This is an optimization exercise on Yosys and OpenROAD, whose aim is a short achievable clock period and few clock cycles, not a production implementation.
Only simulation tests tie the RTL to the original design; equivalence was not proved.
Power and IR drop assume default switching activity.

==> inputs of harbor <==
## pru_blit
module pru_blit (
    input  wire        clk,
    input  wire        rst,
    input  wire        cmd_valid,
    output wire        cmd_ready,
    input  wire        cmd_raw,        
    input  wire [15:0] cmd_x0,         
    input  wire [15:0] cmd_y0,
    input  wire [15:0] cmd_x1,
    input  wire [15:0] cmd_y1,
    input  wire [15:0] cmd_x2,         
    input  wire [15:0] cmd_y2,
    input  wire [31:0] src_base,
    input  wire [15:0] src_stride,
    input  wire [15:0] src_w,
    input  wire [15:0] src_h,
    input  wire [4:0]  src_ptype,
    input  wire        src_endian,
    input  wire [2:0]  src_bitoff,
    input  wire        src_axes_swap,
    input  wire        src_x_swap,
    input  wire        src_y_swap,
    input  wire [31:0] dst_base,
    input  wire [15:0] dst_stride,
    input  wire [15:0] dst_w,
    input  wire [15:0] dst_h,
    input  wire [4:0]  dst_ptype,
    input  wire        dst_endian,
    input  wire [2:0]  dst_bitoff,
    input  wire        dst_axes_swap,
    input  wire        dst_x_swap,
    input  wire        dst_y_swap,
    output wire        busy,
    output wire [31:0] cvt_value,
    output wire [4:0]  cvt_src_type,
    output wire [4:0]  cvt_dst_type,
    input  wire [31:0] cvt_result,
    output wire        mem_valid,
    input  wire        mem_ready,
    output wire        mem_we,
    output wire [29:0] mem_addr,
    output wire [31:0] mem_wdata,
    output wire [31:0] mem_wmask,
    input  wire [31:0] mem_rdata       
);
Settings: LEC_CHECK=0, CAP_MARGIN=70, CORE_MARGIN=2, CORE_UTILIZATION=25, PLACE_DENSITY=0.45, SLEW_MARGIN=70; clock period 15.0 ns.
run.sh (not shown) runs the stock make flow with config.mk's settings and CLKGATE_MAP_FILE= SYNTH_SCRIPT=/design/flow/synth_recipe.tcl, a recipe that flattens the netlist after the stock synthesis.
==> zinc (differences from harbor) <==
--- a/flow/design.v
+++ b/flow/design.v
@@ -134,18 +134,16 @@
     wire [5:0] c_wd = bpp_of(c_dt);
     wire       s_ax = !c_raw && c_sa;
     wire       s_xs = !c_raw && c_sx;
     wire       s_ys = !c_raw && c_sy;
     wire       d_ax = !c_raw && c_da;
     wire       d_xs = !c_raw && c_dx;
     wire       d_ys = !c_raw && c_dy;
     reg [15:0] s1_cw, s1_ch, s1_xlo, s1_xhi, s1_ylo, s1_yhi, s1_dwu, s1_dhv;
-    reg [5:0]  s1_ws, s1_wd;       
-    reg [20:0] s1_wsm, s1_wdm;     
     reg [15:0] s2_spxl, s2_spxh, s2_spyl, s2_spyh;
     reg [15:0] s2_dpxl, s2_dpxh, s2_dpyl, s2_dpyh;
     wire       c_xo = (c_x0 <= c_x1);
     wire       c_yo = (c_y0 <= c_y1);
     wire [15:0] s_ul = s_ax ? s1_ylo : s1_xlo;
     wire [15:0] s_uh = s_ax ? s1_yhi : s1_xhi;
     wire [15:0] s_vl = s_ax ? s1_xlo : s1_ylo;
     wire [15:0] s_vh = s_ax ? s1_xhi : s1_yhi;
@@ -230,20 +228,16 @@
         if (sst == 3'd1) begin
             s1_cw  <= c_xo ? c_x1 - c_x0 : c_x0 - c_x1;
             s1_ch  <= c_yo ? c_y1 - c_y0 : c_y0 - c_y1;
             s1_xlo <= c_xo ? c_x0 : c_x1;
             s1_xhi <= c_xo ? c_x1 : c_x0;
             s1_ylo <= c_yo ? c_y0 : c_y1;
             s1_yhi <= c_yo ? c_y1 : c_y0;
             s1_dwu <= c_dw - 16'd1 - d_u0;
-            s1_ws  <= c_ws;
-            s1_wd  <= c_wd;
-            s1_wsm <= {15'd0, c_ws} - 21'd1;
-            s1_wdm <= {15'd0, c_wd} - 21'd1;
             s1_dhv <= c_dh - 16'd1 - d_v0;
         end
         if (sst == 3'd2) begin
             s2_spxl <= s_xs ? c_sw - 16'd1 - s_uh : s_ul;
             s2_spxh <= s_xs ? c_sw - 16'd1 - s_ul : s_uh;
             s2_spyl <= s_ys ? c_sh - 16'd1 - s_vh : s_vl;
             s2_spyh <= s_ys ? c_sh - 16'd1 - s_vl : s_vh;
             s2_dpxl <= d_xs ? s1_dwu - d_cu : d_u0;
@@ -253,22 +247,22 @@
         end
         if (sst == 3'd3) begin
             for (k = 0; k < 4; k = k + 1) begin
                 s2p_sl[k] <= s2_spyl * ((c_sstr >> (4 * k)) & 16'hF);
                 s2p_sh[k] <= s2_spyh * ((c_sstr >> (4 * k)) & 16'hF);
                 s2p_dl[k] <= s2_dpyl * ((c_dstr >> (4 * k)) & 16'hF);
                 s2p_dh[k] <= s2_dpyh * ((c_dstr >> (4 * k)) & 16'hF);
             end
-            s3_sxl <= mulw(s2_spxl, s1_ws);
-            s3_sxh <= mulw(s2_spxh, s1_ws);
-            s3_dxl <= mulw(s2_dpxl, s1_wd);
-            s3_dxh <= mulw(s2_dpxh, s1_wd);
-            s3_sxe <= mulw(s2_spxh, s1_ws) + s1_wsm;
-            s3_dxe <= mulw(s2_dpxh, s1_wd) + s1_wdm;
+            s3_sxl <= mulw(s2_spxl, c_ws);
+            s3_sxh <= mulw(s2_spxh, c_ws);
+            s3_dxl <= mulw(s2_dpxl, c_wd);
+            s3_dxh <= mulw(s2_dpxh, c_wd);
+            s3_sxe <= mulw(s2_spxh, c_ws) + {15'd0, c_ws} - 21'd1;
+            s3_dxe <= mulw(s2_dpxh, c_wd) + {15'd0, c_wd} - 21'd1;
             tr_w   <= want_tr;
         end
         if (sst == 3'd4) begin
             s_rowl <= digsum(s2p_sl[0], s2p_sl[1], s2p_sl[2], s2p_sl[3]);
             s_rowh <= digsum(s2p_sh[0], s2p_sh[1], s2p_sh[2], s2p_sh[3]);
             d_rowl <= digsum(s2p_dl[0], s2p_dl[1], s2p_dl[2], s2p_dl[3]);
             d_rowh <= digsum(s2p_dh[0], s2p_dh[1], s2p_dh[2], s2p_dh[3]);
             s4_xsb <= s_bo + {14'd0, (s_xs ? s3_sxh : s3_sxl)};
==> qor summary <==
Final cell count without fillers: zinc 45300; harbor 45800
Number of storage elements in the synthesis netlist: zinc 4717; harbor 4743
IR Drop Worst-Case VDD: zinc 81.1 uV; harbor 83.4 uV
Via count of the first global-routing pass: zinc 226000; harbor 228000
Filler Cells Inserted: zinc 124000; harbor 124000
Post-Route M1 WL: zinc 558 mm; harbor 546 mm
Adder and majority gate portion of the synthesized area: zinc 9.99%; harbor 9.90%
Clock latency at the later pin of the worst-skew pair: zinc 1.15 ns; harbor 1.12 ns
Starting Density: zinc 25.0%; harbor 25.1%
Storage cell area: zinc 139000 um2; harbor 140000 um2
NetSw: zinc 11.4 mW; harbor 11.1 mW
Total number of nets in the final design: zinc 30800; harbor 31200
Run status: zinc complete, but fails checks; harbor timing/DRC/antenna clean
Layout check failures: zinc antenna violations; harbor -
Fin util: zinc 30.2%; harbor 30.2%
Final non-clock buffer share: zinc 6.70%; harbor 6.64%
Testbench counts of harbor, summed over its fixed seeds: cycles 52,830.
Testbench counts of zinc, summed over its fixed seeds: cycles 52,830.

-- port drivers added, routing unchanged --
In the flow no input, the clock included, has a driving cell. The finished layouts below were timed again as built, in two steps.
Step 1: set_driving_cell puts a clkbuf_16 on clk and a buf_2 on each other input, an assumption about the parent block.
Step 2 times the ports against the registers' clock, not the clock port: input delays grow and output delays shrink by t, the midpoint of the rising clock arrivals with the driver on.
a / b / c = no drivers / after step 1 / after step 2; a / b = the first two.
| run | shift t [ns] | setup WS [ns] | worst register clock-pin slew, ns | worst slew at a driven data input, ns |
|---|---|---|---|---|
| harbor | 1.268 | 9.286 / 9.286 / 9.286 | 0.08 / 0.08 | 0.22 |
| zinc | 1.246 | 8.696 / 8.696 / 8.696 | 0.07 / 0.07 | 0.24 |
